Context: an optimization exercise on an open-source flow, tuned for small area, a short achievable clock period and few clock cycles per item. The choices shown serve that exercise and are no tape-out recipe.
RTL that was checked went through simulation tests only; none was proved equivalent to the original.
No functional check of the RTL was part of run 1.

### run.sh
#!/bin/bash
# synth_recipe.tcl (not shown) runs the flow's synth.tcl, then flattens the netlist and writes it again
# the make line also repeats each setting of config.mk as NAME=value (left out here)
make -C /OpenROAD-flow-scripts/flow DESIGN_CONFIG=/design/flow/config.mk WORK_HOME=/design/flow/orfs CLKGATE_MAP_FILE= SYNTH_SCRIPT=/design/flow/synth_recipe.tcl finish
### config.mk
export PLATFORM = sky130hd
export DESIGN_NAME = pid_eval
export DESIGN_NICKNAME = pid_eval
export VERILOG_FILES = /design/flow/design.v
export SDC_FILE = /design/flow/constraint.sdc
export NUM_CORES = 4
export LEC_CHECK = 0
export CAP_MARGIN = 20
export CORE_MARGIN = 2
export CORE_UTILIZATION = 40
export SLEW_MARGIN = 20
### constraint.sdc
create_clock -name core_clock -period 20.0 [get_ports {clk}]
set_input_delay 4.0000 -clock core_clock [delete_from_list [all_inputs] [get_ports {clk}]]
set_output_delay 4.0000 -clock core_clock [all_outputs]
set_load 0.01 [all_outputs]
### design.v
module fp_round (
    input  wire              sign,
    input  wire signed [9:0] e,
    input  wire [25:0]       sig,
    input  wire              sticky,
    output wire [31:0]       res
);
    wire        sub  = (e <= 10'sd0);
    wire [9:0]  rsh  = 10'sd1 - e;                      
    wire        big  = (rsh > 10'd26);
    wire [25:0] ssh  = big ? 26'd0 : (sig >> rsh[4:0]);
    wire        slo  = big ? 1'b1 : ((sig & ~({26{1'b1}} << rsh[4:0])) != 0);
    wire [25:0] s    = sub ? ssh : sig;
    wire        st   = sticky | (sub & slo);
    wire [7:0]  eo   = sub ? 8'd0 : e[7:0];
    wire        rup  = s[1] & (s[0] | st | s[2]);
    wire [30:0] mag  = {eo, s[24:2]} + {30'd0, rup};
    wire        ovf  = (e >= 10'sd255);
    assign res = ovf ? {sign, 8'hFF, 23'd0} : {sign, mag};
endmodule
module fp_add (
    input  wire [31:0] a,
    input  wire [31:0] b,
    output reg  [31:0] y
);
    wire a_max = (a[30:23] == 8'hFF);
    wire b_max = (b[30:23] == 8'hFF);
    wire a_nan = a_max && (a[22:0] != 0);
    wire b_nan = b_max && (b[22:0] != 0);
    wire a_inf = a_max && (a[22:0] == 0);
    wire b_inf = b_max && (b[22:0] == 0);
    wire        swap = (b[30:0] > a[30:0]);
    wire [31:0] x    = swap ? b : a;
    wire [31:0] z    = swap ? a : b;
    wire        xn   = (x[30:23] != 0);
    wire        zn   = (z[30:23] != 0);
    wire [7:0]  ex   = {x[30:24], x[23] | ~xn};
    wire [7:0]  ez   = {z[30:24], z[23] | ~zn};
    wire [7:0]  d    = ex - ez;
    wire [26:0] zx   = {zn, z[22:0], 3'b000};
    wire [26:0] zal  = (d > 8'd26) ? 27'd0 : (zx >> d[4:0]);
    wire        zst  = (d > 8'd26) ? (zx != 0) : ((zx & ~({27{1'b1}} << d[4:0])) != 0);
    wire        sub  = x[31] ^ z[31];
    wire [26:0] xal  = {xn, x[22:0], 3'b000};
    wire [27:0] sum  = sub ? ({1'b0, xal} - {1'b0, zal[26:1], zal[0] | zst})
                           : ({1'b0, xal} + {1'b0, zal[26:1], zal[0] | zst});
    reg [4:0] lz;
    integer i;
    always @(*) begin
        lz = 5'd27;
        for (i = 0; i < 27; i = i + 1)
            if (sum[i]) lz = 5'd26 - i[4:0];
    end
    wire [7:0]  exm1 = ex - 8'd1;
    wire [4:0]  sh   = ({3'd0, lz} > exm1) ? exm1[4:0] : lz;
    wire [26:0] nl   = sum[26:0] << sh;
    wire [26:0] nrm  = sum[27] ? {sum[27:2], sum[1] | sum[0]} : nl;
    wire [7:0]  eo   = sum[27] ? ex + 8'd1 : (nrm[26] ? ex - {3'd0, sh} : 8'd0);
    wire        g    = nrm[2];
    wire        rup  = g & (nrm[1] | nrm[0] | nrm[3]);
    wire [30:0] mag  = {eo, nrm[25:3]} + {30'd0, rup};
    wire        ovf  = sum[27] && (ex == 8'd254);
    always @(*) begin
        if (a_nan || b_nan || (a_inf && b_inf && (a[31] != b[31])))
            y = 32'h7FC00000;
        else if (a_inf)
            y = a;
        else if (b_inf)
            y = b;
        else if (sum == 28'd0)
            y = {a[31] & b[31], 31'd0};
        else if (ovf)
            y = {x[31], 8'hFF, 23'd0};
        else
            y = {x[31], mag};
    end
endmodule
module fp_mul (
    input  wire [31:0] a,
    input  wire [31:0] b,
    output reg  [31:0] y
);
    wire a_max  = (a[30:23] == 8'hFF);
    wire b_max  = (b[30:23] == 8'hFF);
    wire a_nan  = a_max && (a[22:0] != 0);
    wire b_nan  = b_max && (b[22:0] != 0);
    wire a_inf  = a_max && (a[22:0] == 0);
    wire b_inf  = b_max && (b[22:0] == 0);
    wire a_zero = (a[30:0] == 0);
    wire b_zero = (b[30:0] == 0);
    wire sgn    = a[31] ^ b[31];
    wire a_n    = (a[30:23] != 0);
    wire b_n    = (b[30:23] != 0);
    reg [4:0] lza, lzb;
    integer i;
    always @(*) begin
        lza = 5'd0;
        lzb = 5'd0;
        for (i = 0; i < 23; i = i + 1) begin
            if (a[i]) lza = 5'd23 - i[4:0];
            if (b[i]) lzb = 5'd23 - i[4:0];
        end
        if (a_n) lza = 5'd0;
        if (b_n) lzb = 5'd0;
    end
    wire [23:0] ma = {a_n, a[22:0]} << lza;
    wire [23:0] mb = {b_n, b[22:0]} << lzb;
    wire [47:0] prod = ma * mb;
    wire signed [9:0] e0 = $signed({2'd0, a[30:24], a[23] | ~a_n}) + $signed({2'd0, b[30:24], b[23] | ~b_n})
                         - $signed({5'd0, lza}) - $signed({5'd0, lzb}) - 10'sd127;
    wire        hi  = prod[47];
    wire [25:0] sig = hi ? prod[47:22] : prod[46:21];
    wire        st  = hi ? (prod[21:0] != 0) : (prod[20:0] != 0);
    wire signed [9:0] e = hi ? e0 + 10'sd1 : e0;
    wire [31:0] rnd;
    fp_round u_round (.sign(sgn), .e(e), .sig(sig), .sticky(st), .res(rnd));
    always @(*) begin
        if (a_nan || b_nan || (a_zero && b_inf) || (a_inf && b_zero))
            y = 32'h7FC00000;
        else if (a_inf || b_inf)
            y = {sgn, 8'hFF, 23'd0};
        else if (a_zero || b_zero)
            y = {sgn, 31'd0};
        else
            y = rnd;
    end
endmodule
module fp_div #(
    parameter K  = 6,
    parameter NB = 30           
) (
    input  wire        clk,
    input  wire        rst,
    input  wire        start,
    input  wire [31:0] a,
    input  wire [31:0] b,
    output wire        done,
    output wire [31:0] y
);
    wire a_max  = (a[30:23] == 8'hFF);
    wire b_max  = (b[30:23] == 8'hFF);
    wire a_nan  = a_max && (a[22:0] != 0);
    wire b_nan  = b_max && (b[22:0] != 0);
    wire a_inf  = a_max && (a[22:0] == 0);
    wire b_inf  = b_max && (b[22:0] == 0);
    wire a_zero = (a[30:0] == 0);
    wire b_zero = (b[30:0] == 0);
    wire a_n    = (a[30:23] != 0);
    wire b_n    = (b[30:23] != 0);
    reg        special;
    reg [31:0] spec_val;
    always @(*) begin
        special  = 1'b1;
        spec_val = 32'h7FC00000;
        if (a_nan || b_nan || (a_zero && b_zero) || (a_inf && b_inf))
            spec_val = 32'h7FC00000;
        else if (a_inf || b_zero)
            spec_val = {a[31] ^ b[31], 8'hFF, 23'd0};
        else if (a_zero || b_inf)
            spec_val = {a[31] ^ b[31], 31'd0};
        else
            special = 1'b0;
    end
    reg               q_special;
    reg        [31:0] q_spec_val;
    reg               q_sign;
    reg signed [9:0]  q_exp;
    reg        [27:0] ws, wc;       
    reg        [23:0] dvs;          
    reg      [NB-1:0] qp, qn;       
    reg        [5:0]  cnt;
    reg               busy;
    wire        first = (cnt == NB / K);
    wire        nrm   = ~first | (ws[23] & dvs[23]);
    wire [27:0] dd    = {3'b000, dvs, 1'b0};
    function [1:0] qsel;
        input [3:0] s4, c4;
        begin
            case ({s4, c4})
                8'd0: qsel = 2'b10;
                8'd1: qsel = 2'b10;
                8'd2: qsel = 2'b10;
                8'd3: qsel = 2'b10;
                8'd4: qsel = 2'b10;
                8'd5: qsel = 2'b10;
                8'd6: qsel = 2'b10;
                8'd7: qsel = 2'b10;
                8'd8: qsel = 2'b01;
                8'd9: qsel = 2'b01;
                8'd10: qsel = 2'b01;
                8'd11: qsel = 2'b01;
                8'd12: qsel = 2'b01;
                8'd13: qsel = 2'b01;
                8'd14: qsel = 2'b01;
                8'd15: qsel = 2'b00;
                8'd16: qsel = 2'b10;
                8'd17: qsel = 2'b10;
                8'd18: qsel = 2'b10;
                8'd19: qsel = 2'b10;
                8'd20: qsel = 2'b10;
                8'd21: qsel = 2'b10;
                8'd22: qsel = 2'b10;
                8'd23: qsel = 2'b01;
                8'd24: qsel = 2'b01;
                8'd25: qsel = 2'b01;
                8'd26: qsel = 2'b01;
                8'd27: qsel = 2'b01;
                8'd28: qsel = 2'b01;
                8'd29: qsel = 2'b01;
                8'd30: qsel = 2'b00;
                8'd31: qsel = 2'b10;
                8'd32: qsel = 2'b10;
                8'd33: qsel = 2'b10;
                8'd34: qsel = 2'b10;
                8'd35: qsel = 2'b10;
                8'd36: qsel = 2'b10;
                8'd37: qsel = 2'b10;
                8'd38: qsel = 2'b01;
                8'd39: qsel = 2'b01;
                8'd40: qsel = 2'b01;
                8'd41: qsel = 2'b01;
                8'd42: qsel = 2'b01;
                8'd43: qsel = 2'b01;
                8'd44: qsel = 2'b01;
                8'd45: qsel = 2'b00;
                8'd46: qsel = 2'b10;
                8'd47: qsel = 2'b10;
                8'd48: qsel = 2'b10;
                8'd49: qsel = 2'b10;
                8'd50: qsel = 2'b10;
                8'd51: qsel = 2'b10;
                8'd52: qsel = 2'b10;
                8'd53: qsel = 2'b01;
                8'd54: qsel = 2'b01;
                8'd55: qsel = 2'b01;
                8'd56: qsel = 2'b01;
                8'd57: qsel = 2'b01;
                8'd58: qsel = 2'b01;
                8'd59: qsel = 2'b01;
                8'd60: qsel = 2'b00;
                8'd61: qsel = 2'b10;
                8'd62: qsel = 2'b10;
                8'd63: qsel = 2'b10;
                8'd64: qsel = 2'b10;
                8'd65: qsel = 2'b10;
                8'd66: qsel = 2'b10;
                8'd67: qsel = 2'b10;
                8'd68: qsel = 2'b01;
                8'd69: qsel = 2'b01;
                8'd70: qsel = 2'b01;
                8'd71: qsel = 2'b01;
                8'd72: qsel = 2'b01;
                8'd73: qsel = 2'b01;
                8'd74: qsel = 2'b01;
                8'd75: qsel = 2'b00;
                8'd76: qsel = 2'b10;
                8'd77: qsel = 2'b10;
                8'd78: qsel = 2'b10;
                8'd79: qsel = 2'b10;
                8'd80: qsel = 2'b10;
                8'd81: qsel = 2'b10;
                8'd82: qsel = 2'b10;
                8'd83: qsel = 2'b01;
                8'd84: qsel = 2'b01;
                8'd85: qsel = 2'b01;
                8'd86: qsel = 2'b01;
                8'd87: qsel = 2'b01;
                8'd88: qsel = 2'b01;
                8'd89: qsel = 2'b01;
                8'd90: qsel = 2'b00;
                8'd91: qsel = 2'b10;
                8'd92: qsel = 2'b10;
                8'd93: qsel = 2'b10;
                8'd94: qsel = 2'b10;
                8'd95: qsel = 2'b10;
                8'd96: qsel = 2'b10;
                8'd97: qsel = 2'b10;
                8'd98: qsel = 2'b01;
                8'd99: qsel = 2'b01;
                8'd100: qsel = 2'b01;
                8'd101: qsel = 2'b01;
                8'd102: qsel = 2'b01;
                8'd103: qsel = 2'b01;
                8'd104: qsel = 2'b01;
                8'd105: qsel = 2'b00;
                8'd106: qsel = 2'b10;
                8'd107: qsel = 2'b10;
                8'd108: qsel = 2'b10;
                8'd109: qsel = 2'b10;
                8'd110: qsel = 2'b10;
                8'd111: qsel = 2'b10;
                8'd112: qsel = 2'b10;
                8'd113: qsel = 2'b01;
                8'd114: qsel = 2'b01;
                8'd115: qsel = 2'b01;
                8'd116: qsel = 2'b01;
                8'd117: qsel = 2'b01;
                8'd118: qsel = 2'b01;
                8'd119: qsel = 2'b01;
                8'd120: qsel = 2'b00;
                8'd121: qsel = 2'b10;
                8'd122: qsel = 2'b10;
                8'd123: qsel = 2'b10;
                8'd124: qsel = 2'b10;
                8'd125: qsel = 2'b10;
                8'd126: qsel = 2'b10;
                8'd127: qsel = 2'b10;
                8'd128: qsel = 2'b01;
                8'd129: qsel = 2'b01;
                8'd130: qsel = 2'b01;
                8'd131: qsel = 2'b01;
                8'd132: qsel = 2'b01;
                8'd133: qsel = 2'b01;
                8'd134: qsel = 2'b01;
                8'd135: qsel = 2'b00;
                8'd136: qsel = 2'b10;
                8'd137: qsel = 2'b10;
                8'd138: qsel = 2'b10;
                8'd139: qsel = 2'b10;
                8'd140: qsel = 2'b10;
                8'd141: qsel = 2'b10;
                8'd142: qsel = 2'b10;
                8'd143: qsel = 2'b10;
                8'd144: qsel = 2'b01;
                8'd145: qsel = 2'b01;
                8'd146: qsel = 2'b01;
                8'd147: qsel = 2'b01;
                8'd148: qsel = 2'b01;
                8'd149: qsel = 2'b01;
                8'd150: qsel = 2'b00;
                8'd151: qsel = 2'b10;
                8'd152: qsel = 2'b10;
                8'd153: qsel = 2'b10;
                8'd154: qsel = 2'b10;
                8'd155: qsel = 2'b10;
                8'd156: qsel = 2'b10;
                8'd157: qsel = 2'b10;
                8'd158: qsel = 2'b10;
                8'd159: qsel = 2'b01;
                8'd160: qsel = 2'b01;
                8'd161: qsel = 2'b01;
                8'd162: qsel = 2'b01;
                8'd163: qsel = 2'b01;
                8'd164: qsel = 2'b01;
                8'd165: qsel = 2'b00;
                8'd166: qsel = 2'b10;
                8'd167: qsel = 2'b10;
                8'd168: qsel = 2'b10;
                8'd169: qsel = 2'b10;
                8'd170: qsel = 2'b10;
                8'd171: qsel = 2'b10;
                8'd172: qsel = 2'b10;
                8'd173: qsel = 2'b10;
                8'd174: qsel = 2'b01;
                8'd175: qsel = 2'b01;
                8'd176: qsel = 2'b01;
                8'd177: qsel = 2'b01;
                8'd178: qsel = 2'b01;
                8'd179: qsel = 2'b01;
                8'd180: qsel = 2'b00;
                8'd181: qsel = 2'b10;
                8'd182: qsel = 2'b10;
                8'd183: qsel = 2'b10;
                8'd184: qsel = 2'b10;
                8'd185: qsel = 2'b10;
                8'd186: qsel = 2'b10;
                8'd187: qsel = 2'b10;
                8'd188: qsel = 2'b10;
                8'd189: qsel = 2'b01;
                8'd190: qsel = 2'b01;
                8'd191: qsel = 2'b01;
                8'd192: qsel = 2'b01;
                8'd193: qsel = 2'b01;
                8'd194: qsel = 2'b01;
                8'd195: qsel = 2'b00;
                8'd196: qsel = 2'b10;
                8'd197: qsel = 2'b10;
                8'd198: qsel = 2'b10;
                8'd199: qsel = 2'b10;
                8'd200: qsel = 2'b10;
                8'd201: qsel = 2'b10;
                8'd202: qsel = 2'b10;
                8'd203: qsel = 2'b10;
                8'd204: qsel = 2'b01;
                8'd205: qsel = 2'b01;
                8'd206: qsel = 2'b01;
                8'd207: qsel = 2'b01;
                8'd208: qsel = 2'b01;
                8'd209: qsel = 2'b01;
                8'd210: qsel = 2'b00;
                8'd211: qsel = 2'b10;
                8'd212: qsel = 2'b10;
                8'd213: qsel = 2'b10;
                8'd214: qsel = 2'b10;
                8'd215: qsel = 2'b10;
                8'd216: qsel = 2'b10;
                8'd217: qsel = 2'b10;
                8'd218: qsel = 2'b10;
                8'd219: qsel = 2'b01;
                8'd220: qsel = 2'b01;
                8'd221: qsel = 2'b01;
                8'd222: qsel = 2'b01;
                8'd223: qsel = 2'b01;
                8'd224: qsel = 2'b01;
                8'd225: qsel = 2'b00;
                8'd226: qsel = 2'b10;
                8'd227: qsel = 2'b10;
                8'd228: qsel = 2'b10;
                8'd229: qsel = 2'b10;
                8'd230: qsel = 2'b10;
                8'd231: qsel = 2'b10;
                8'd232: qsel = 2'b10;
                8'd233: qsel = 2'b10;
                8'd234: qsel = 2'b01;
                8'd235: qsel = 2'b01;
                8'd236: qsel = 2'b01;
                8'd237: qsel = 2'b01;
                8'd238: qsel = 2'b01;
                8'd239: qsel = 2'b01;
                8'd240: qsel = 2'b00;
                8'd241: qsel = 2'b10;
                8'd242: qsel = 2'b10;
                8'd243: qsel = 2'b10;
                8'd244: qsel = 2'b10;
                8'd245: qsel = 2'b10;
                8'd246: qsel = 2'b10;
                8'd247: qsel = 2'b10;
                8'd248: qsel = 2'b10;
                8'd249: qsel = 2'b01;
                8'd250: qsel = 2'b01;
                8'd251: qsel = 2'b01;
                8'd252: qsel = 2'b01;
                8'd253: qsel = 2'b01;
                8'd254: qsel = 2'b01;
                8'd255: qsel = 2'b01;
            endcase
        end
    endfunction
    reg [27:0]   s, c, x, s2, c2;
    reg [NB-1:0] p, n;
    reg          qpos, qneg;
    integer j;
    always @(*) begin
        s = ws;
        c = wc;
        p = qp;
        n = qn;
        for (j = 0; j < K; j = j + 1) begin
            s2   = {s[26:0], 1'b0};
            c2   = {c[26:0], 1'b0};
            {qpos, qneg} = qsel(s2[27:24], c2[27:24]);
            x    = qpos ? ~dd : (qneg ? dd : 28'd0);
            s    = s2 ^ c2 ^ x;
            c    = {((s2 & c2) | (s2 & x) | (c2 & x)), 1'b0} | {27'd0, qpos};
            p    = {p[NB-2:0], qpos};
            n    = {n[NB-2:0], qneg};
        end
    end
    always @(posedge clk) begin
        if (rst) begin
            busy <= 1'b0;
        end else if (start) begin
            q_sign     <= a[31] ^ b[31];
            q_exp      <= $signed({2'd0, a[30:24], a[23] | ~a_n}) - $signed({2'd0, b[30:24], b[23] | ~b_n}) + 10'sd127;
            ws         <= {4'd0, a_n, a[22:0]};
            wc         <= 28'd0;
            dvs        <= {b_n, b[22:0]};
            qp         <= {NB{1'b0}};
            qn         <= {NB{1'b0}};
            cnt        <= NB / K;
            busy       <= ~special;
            q_special  <= special;
            q_spec_val <= spec_val;
        end else if (busy) begin
            if (!nrm) begin
                if (!ws[23])
                    ws <= ws << 1;
                if (!dvs[23])
                    dvs <= dvs << 1;
                q_exp <= q_exp - {9'd0, ~ws[23]} + {9'd0, ~dvs[23]};
            end else begin
                ws  <= s;
                wc  <= c;
                qp  <= p;
                qn  <= n;
                cnt <= cnt - 6'd1;
                if (cnt == 6'd1)
                    busy <= 1'b0;
            end
        end
    end
    assign done = ~busy;
    wire [27:0]   w    = ws + wc;
    wire          neg  = w[27];
    wire [NB-1:0] quo  = qp - qn - {{(NB-1){1'b0}}, neg};
    wire          rz   = (w == 28'd0) | (neg & (w == ~dd + 28'd1));
    wire          hi   = quo[NB-1];
    wire [25:0]   sig  = hi ? quo[NB-1:NB-26] : {quo[NB-2:NB-26], 1'b0};
    wire          stk  = ~rz | (NB > 26 ? |(quo << 26) : 1'b0);
    wire [31:0]   rnd;
    fp_round u_round (
        .sign  (q_sign),
        .e     (hi ? q_exp : q_exp - 10'sd1),
        .sig   (sig),
        .sticky(stk),
        .res   (rnd)
    );
    assign y = q_special ? q_spec_val : rnd;
endmodule
module pid_eval (
    input  wire        clk,
    input  wire        rst,
    input  wire        start,
    input  wire [31:0] sp,
    input  wire [31:0] meas,
    input  wire [31:0] kp,
    input  wire [31:0] ki,
    input  wire [31:0] kd,
    input  wire [31:0] bias,
    input  wire [31:0] dt,
    output wire        ready,
    output reg         done,
    output wire [31:0] out,
    output wire [31:0] integral,
    output wire [31:0] prev_err
);
    localparam S_IDLE = 4'd0,
               S_ERR  = 4'd1,    
               S_DE   = 4'd2,    
               S_INT  = 4'd3,    
               S_I    = 4'd4,    
               S_PI   = 4'd5,    
               S_RND  = 4'd6,    
               S_D    = 4'd7,    
               S_PID  = 4'd8,    
               S_OUT  = 4'd9;   
    reg [3:0]  state;
    reg [31:0] r_kp, r_ki, r_kd, r_bias, r_dt;
    reg [31:0] ra, rb;           
    reg [31:0] r_int, r_prev;
    reg  [31:0] add_a, add_b;
    wire [31:0] add_y;
    fp_add u_add (.a(add_a), .b(add_b), .y(add_y));
    reg  [31:0] mul_a, mul_b;
    wire [31:0] mul_y;
    fp_mul u_mul (.a(mul_a), .b(mul_b), .y(mul_y));
    wire        div_done;
    wire [31:0] div_y;
    fp_div u_div (
        .clk  (clk),
        .rst  (rst),
        .start(state == S_DE),
        .a    (add_y),
        .b    (r_dt),
        .done (div_done),
        .y    (div_y)
    );
    always @(*) begin
        add_a = ra;
        add_b = rb;
        case (state)
            S_ERR: begin add_a = {~rb[31], rb[30:0]}; add_b = ra; end
            S_DE:  begin add_a = ra; add_b = {~r_prev[31], r_prev[30:0]}; end
            S_INT: begin add_a = r_int; add_b = rb; end
            S_OUT: begin add_a = ra; add_b = r_bias; end
            default: ;
        endcase
        mul_a = r_kd;
        mul_b = rb;
        case (state)
            S_DE:  begin mul_a = r_dt; mul_b = ra;     end
            S_INT: begin mul_a = r_kp; mul_b = r_prev; end
            S_I:   begin mul_a = r_ki; mul_b = r_int;  end
            default: ;
        endcase
    end
    assign ready    = (state == S_IDLE);
    assign out      = rb;
    assign integral = r_int;
    assign prev_err = r_prev;
    always @(posedge clk) begin
        done <= 1'b0;
        if (rst) begin
            state  <= S_IDLE;
            r_int  <= 32'd0;
            r_prev <= 32'd0;
        end else begin
            case (state)
                S_IDLE: if (start) begin
                    ra     <= sp;
                    rb     <= meas;
                    r_kp   <= kp;
                    r_ki   <= ki;
                    r_kd   <= kd;
                    r_bias <= bias;
                    r_dt   <= dt;
                    state  <= S_ERR;
                end
                S_ERR:  begin ra <= add_y; state <= S_DE; end
                S_DE:   begin rb <= mul_y; r_prev <= ra; state <= S_INT; end
                S_INT:  begin r_int <= add_y; ra <= mul_y; state <= S_I; end
                S_I:    begin rb <= mul_y; state <= S_PI; end
                S_PI:   begin ra <= add_y; state <= S_RND; end
                S_RND:  if (div_done) begin rb <= div_y; state <= S_D; end
                S_D:    begin rb <= mul_y; state <= S_PID; end
                S_PID:  begin ra <= add_y; state <= S_OUT; end
                S_OUT:  begin rb <= add_y; done <= 1'b1; state <= S_IDLE; end
                default: state <= S_IDLE;
            endcase
        end
    end
endmodule
==> impl_metrics.yaml, run 1 <==
run_status:
  status: "finished clean"
floorplanning:
  num_rows: 157
  dieArea_mm2: 0.1874
  start_util: 0.4023
  die_h_um: 432.9
  die_w_um: 432.9
  core_area_mm2: 0.1829
  num_io_pins: 325
timing:
  finalCriticalPeriod_ns: 19.03
  hold_violations: 0
  hold_slack_ns: 0.5300
  tightestPinTransition_ns: 1.377
  setup_violations: 0
  final.setup_skew_ns: 0.07720
  fmax_mhz: 52.54
  drv_slew: 0
  slew_headroom: 0.07380
  postLayoutSetupSlackWorst_ns: 0.9680
  rsz0062_at_grt: "yes"
  finalCritPeriodShare: 0.9516
route:
  vias_per_cell: 6.148
  vias: 73120
  wl_per_cell_um: 29.00
  drt_iter0_drc: 8582
  antenna_left: 0
  routed_wl_mm: 344.9
  drcViolationCount: 0
  first_pass_iters: 8
layout:
  layout_commonest_cell: "nand2_1"
  area_growth_pct: 12.76
  fin_nets: 10680
  drive_gt1_frac: 0.08501
  num-fill-cells: 18300
  multi_input_area_mm2: 0.05546
  final_cell_mix: "1,147 x nand2_1, 932 x inv_1, 882 x nor2_1"
  final-seq-area_mm2: 0.01288
placed_design:
  numPortBuffers: 324
  gp_congestion: 1.085
  hpwl_mm: 279.4
  pre_cts_ws_ns: 0.7328
worst_setup_path:
  crit_family: "simple AND/OR/NAND/NOR gates"
  worst-path-max-fanout: 25
  critical_path_required_ns: 20.46
  startpoint_type: "flip-flop"
  setup.worst_path.end_class: "flip-flop"
  path_class: "reg2reg"
  critPathArrivalTime_ns: 19.49
  cp_slowest_stage_delay_ns: 0.60
  path_buf_inv: 9
  critPathSlowestCell: "or3b_2"
  crit_top_cell: "a21o_1"
yosys:
  yosysSeqAreaShare: 0.1749
  synth.net_count: 10460
  synth_cell_types: 142
  synth-seq-cells: 452
  syn-mean-instance-area_um2: 8.035
  synthCells: 9157
  synth_area_mm2: 0.07358
  yosysWarningCount: 4
  synthArstFlopShare: 0
  ys.flop_type: "edfxtp_1"
  synth_edf_count: 382
grt:
  grt_usage: 0.3601
  grt_max_degree: 90
  met1_usage: 0.4686
  grt-busiest-layer: "met2"
  use_met2: 0.5709
  grt_pass1_vias: 69920
  use_met3: 0.04691
  grt_pass1_wl_mm: 496.6
  grt.overflow.total: 0
  antenna_found_initial: 23
clock_network:
  cts_inserted_buffers: 54
  clock_latency_ns: 0.73
  cts_max_level: 2
  cts.sinks: 452
  clk_pin_slew_ns: 0.07
  clock_tree.root_cell: "clkbuf_16"
  hold_buffers: 0
  cts.path.max_buffers: 3
  cts_tree: "built"
hold_path:
  hold_path.class: "reg2reg"
run:
  cap_violations: 0
-- tightest hold or removal path, cell delays in order (launching register included) --
cell     delay, ns
dfxtp_1       0.35
nand2_1       0.07
a21oi_1       0.06
-- registers in the layout (all words and copies together), names as in the netlist, 32 cells and up --
register,flops
ra,32
r_prev,32
r_kp,32
r_bias,32
r_ki,32
r_kd,32
rb,32
r_dt,32
r_int,32
-- through the flow --
step | setup TNS, ns | util | std cells | cell area, um^2
after CTS | 0 | 0.4520 | 11870 | 82670
after global routing | -0.007931 | 0.4536 | 11890 | 82950
after global placement | 0 | 0.4424 | 11770 | 80910
after floorplan | 0 | - | 9157 | 73580
after detailed placement | 0 | 0.4425 | 11770 | 80920
final | 0 | 0.4537 | 11890 | 82970
-- timing repair --
| action | in CTS | in global routing |
|---|---|---|
| gates resized for setup | 0 | 40 |
| buffers inserted | 0 | 6 |
| setup endpoints to repair | 0 | 38 |
-- path summary, 6_finish.rpt --
check                 start              to  slack, ns  depth (start not counted)
setup / recovery   state[2]  u_div.q_exp[7]       0.97                         75
hold / removal    r_prev[3]       r_prev[3]       0.53                          2
setup reg to reg   state[2]  u_div.q_exp[7]       0.97                         75
hold reg to reg   r_prev[3]       r_prev[3]       0.53                          2
-- kinds of logic after synthesis --
kind of cell	Yosys count	synth area share
DFF	452	0.1749
xor gates and xnor gates	318	0.03867
muxes	286	0.04311
adders and majority gates	1082	0.2486
and+or+nand+nor	3243	0.2076
AOI/OAI and AO/OA	2281	0.2086
buffers and inverters	1495	0.07848
-- synth_stat cells, drive strengths merged, types with 150 or more instances --
cell type  instances  share of area
nor3             186          0.014
clkbuf           427          0.022
nand2           1152          0.059
ha               445          0.076
nand3            224          0.015
and2             150          0.013
xnor2            211          0.025
o21ai            452          0.031
a21oi            648          0.045
fa               634           0.17
edfxtp           382           0.16
mux2i            208          0.028
nor2             889          0.045
inv              942          0.048
-- routing by layer --
| metal | vias up | share of wire | routed length (um) |
|---|---|---|---|
| met5 | - | 0.000075 | 26 |
| met4 | 4 | 0.072 | 24810 |
| met3 | 723 | 0.073 | 25250 |
| met2 | 3561 | 0.45 | 156300 |
| met1 | 36300 | 0.40 | 138500 |
| li1 | 32530 | - | - |
-- cell type report --
class	count	area share
clock buffers	70	0.01763
well taps	2464	0.03716
inverters	947	0.04287
multi-input cells	7210	0.6685
clock inverters	28	0.003484
diodes	18	0.0005429
repair buffers	704	0.07462
flip-flops and latches	452	0.1552
==> run 2, diff against run 1 <==
--- a/design.v
+++ b/design.v
@@ -126,8 +126,8 @@
     end
 endmodule
 module fp_div #(
-    parameter K  = 6,
-    parameter NB = 30           
+    parameter K  = 7,
+    parameter NB = 28           
 ) (
     input  wire        clk,
     input  wire        rst,
==> run 2 against run 1 <==
Final area increased by 1.1%. Non-clock buffer count decreased by 25. Still clean. Final cell count up 2.1%. Hold slack lost 0.033 ns. Area after synthesis rose by 1.3%. Synthesized cell count is 3.0% higher. Critical path type unchanged. Fmax decreased by 0.76%.
==> impl_metrics.yaml, run 2 <==
clock_network:
  clock_tree.root_cell: "clkbuf_16"
  cts_inserted_buffers: 55
  cts.sinks: 448
  cts_max_level: 2
  clk_pin_slew_ns: 0.06
  cts.path.max_buffers: 3
  cts_tree: "built"
  hold_buffers: 0
  clock_latency_ns: 0.77
worst_setup_path:
  worst-path-max-fanout: 76
  critPathArrivalTime_ns: 19.71
  critical_path_required_ns: 20.54
  critPathSlowestCell: "a221oi_1"
  setup.worst_path.end_class: "flip-flop"
  startpoint_type: "flip-flop"
  crit_top_cell: "nand2_1"
  path_class: "reg2reg"
  cp_slowest_stage_delay_ns: 1.00
layout:
  multi_input_area_mm2: 0.05633
  final-seq-area_mm2: 0.01276
  area_growth_pct: 12.53
  num-fill-cells: 18650
  final_cell_mix: "1,380 x nand2_1, 960 x inv_1, 802 x nor2_1"
  layout_commonest_cell: "nand2_1"
  drive_gt1_frac: 0.07846
  stdcell_count: 12140
  fin_nets: 10930
  finalInstanceArea_mm2: 0.08386
  final_util: 0.4527
grt:
  grt_max_degree: 97
  grt_pass1_vias: 72660
  antenna_found_initial: 21
  grt.overflow.total: 0
  grt_usage: 0.3705
  grt_pass1_wl_mm: 518.9
timing:
  finalCriticalPeriod_ns: 19.18
  finalCritPeriodShare: 0.9588
  final.setup_skew_ns: 0.09879
  rsz0062_at_grt: "no"
  postLayoutSetupSlackWorst_ns: 0.8232
  slew_headroom: 0.1557
  hold_violations: 0
  fmax_mhz: 52.15
  tightestPinTransition_ns: 1.266
  setup_violations: 0
  drv_slew: 0
hold_path:
  hold_path.class: "reg2reg"
run:
  cap_violations: 0
floorplanning:
  num_rows: 158
  core_area_mm2: 0.1852
  die_w_um: 435.6
  dieArea_mm2: 0.1898
  start_util: 0.4023
  die_h_um: 435.6
  num_io_pins: 325
yosys:
  synth_cell_types: 131
  synthMostInstantiatedCell: "nand2_1"
  synth-seq-cells: 448
  synthArstFlopShare: 0
  netlist_top_cells_count: "1,381 x nand2_1, 961 x inv_1, 808 x nor2_1"
  syn-mean-instance-area_um2: 7.898
  yosysWarningCount: 4
  synth_edf_count: 378
  netlist_top_cells_area: "fa_1 18%, edfxtp_1 15%, ha_1 7.5%"
  synth_top_area_frac: 0.1765
  ys.flop_type: "edfxtp_1"
  synthCells: 9436
  synth_area_leader_cell: "fa_1"
  synth_area_mm2: 0.07453
  yosysSeqAreaShare: 0.1711
  synth.net_count: 10770
route:
  drt_iter0_drc: 7758
  drcViolationCount: 0
  antenna_left: 0
  first_pass_iters: 9
  routed_wl_mm: 361.7
  vias: 74720
  wl_per_cell_um: 29.79
  vias_per_cell: 6.155
placed_design:
  post-place-cells: 12020
  pre_cts_ws_ns: -0.06353
  hpwl_mm: 291.8
  numPortBuffers: 324
  dpl-instance-area_mm2: 0.08160
  gp_congestion: 1.054
run_status:
  status: "finished clean"
-- run 2: changes by cell type after synthesis, sizes merged, moves of 34 or more --
cell,change
nor2,-78
o21ai,+89
nand2,+229
a222oi,-34
clkbuf,+40
a22o,-34
-- run 2: repair_timing --
| action | 4_1_cts | 5_1_grt |
|---|---|---|
| setup endpoints to repair | 2 | 101 |
| resized for setup | 1 | 53 |
| pin swaps | 0 | 3 |
| buffers inserted | 0 | 8 |
-- run 2: through the flow --
step / setup TNS (ns) / hold WS [ns]
3_5_place_dp: -0.06353 / 0.4884
3_3_place_gp: -0.5774 / 0.4753
6_report: 0 / 0.4969
4_1_cts: 0 / 0.4965
5_1_grt: 0 / 0.5243
2_1_floorplan: 0 / 0.5037
-- run 2: worst paths after layout --
| check | start | end | slack, ns | cells after the start |
|---|---|---|---|---|
| setup / recovery | state[1] | ra[22] | 0.82 | 68 |
| hold reg to reg | r_prev[5] | r_prev[5] | 0.50 | 2 |
| setup reg to reg | state[1] | ra[22] | 0.82 | 68 |
| hold / removal | r_prev[5] | r_prev[5] | 0.50 | 2 |
-- run 2: area by class of cell --
type | count | share of cell area
Clock buffer | 61 | 0.01680
Tap cell | 2480 | 0.03700
Timing Repair Buffer | 679 | 0.07185
Inverter | 977 | 0.04382
Multi-Input combinational cell | 7440 | 0.6717
Clock inverter | 43 | 0.006386
Sequential cell | 448 | 0.1521
Antenna cell | 12 | 0.0003581
-- run 2: layer usage --
| layer | vias to the layer above | global-route usage | part of all wire |
|---|---|---|---|
| li1 | 33210 | - | - |
| met1 | 36970 | 0.4577 | 0.39 |
| met2 | 3643 | 0.5855 | 0.45 |
| met3 | 881 | 0.05702 | 0.073 |
| met4 | 14 | 0.2749 | 0.091 |
| met5 | - | 0 | 0.00027 |
-- run 2: cells by family after synthesis --
kind of cell	synth area share
AOI/OAI and AO/OA	0.2068
xor gates and xnor gates	0.03819
adders and majority gates	0.2522
buffers and inverters	0.07943
DFF	0.1711
muxes	0.04431
and+or+nand+nor	0.2079
-- run 2: critical path: cells and delay by family, from the launching register on --
family / cells / cell delay [ns]
mux: 2 / 0.52
fa+ha+maj: 10 / 4.56
compound gates: 23 / 6.57
simple gates: 19 / 4.16
buf+inv: 12 / 2.29
xor+xnor: 2 / 0.28
flops: 1 / 0.43
Testbench counts of run 2, summed over its fixed seeds: cycles 52,800, items 4,800.

==> separate check: timing with driven ports <==
The flow's constraints put no driver on any port. The routed layouts listed below were extracted and timed again, unchanged, in two steps. Step 1 sets driving cells, clkbuf_16 on the clock port and buf_2 on the other inputs (assumed; they add their load-dependent delay and slew). Step 2 also shifts input and output timing later by t, the mid clock arrival at the registers, as if the neighbouring blocks saw the same clock. a / b / c = no drivers / after step 1 / after step 2; a / b = the first two.
run	t, ns	slack for setup (ns)	slew at the worst register clock pin (ns)
run 1	0.774	0.968 / 0.968 / 0.968	0.07 / 0.07
run 2	0.794	0.823 / 0.823 / 0.823	0.07 / 0.07
After both steps every run listed still meets setup and hold.
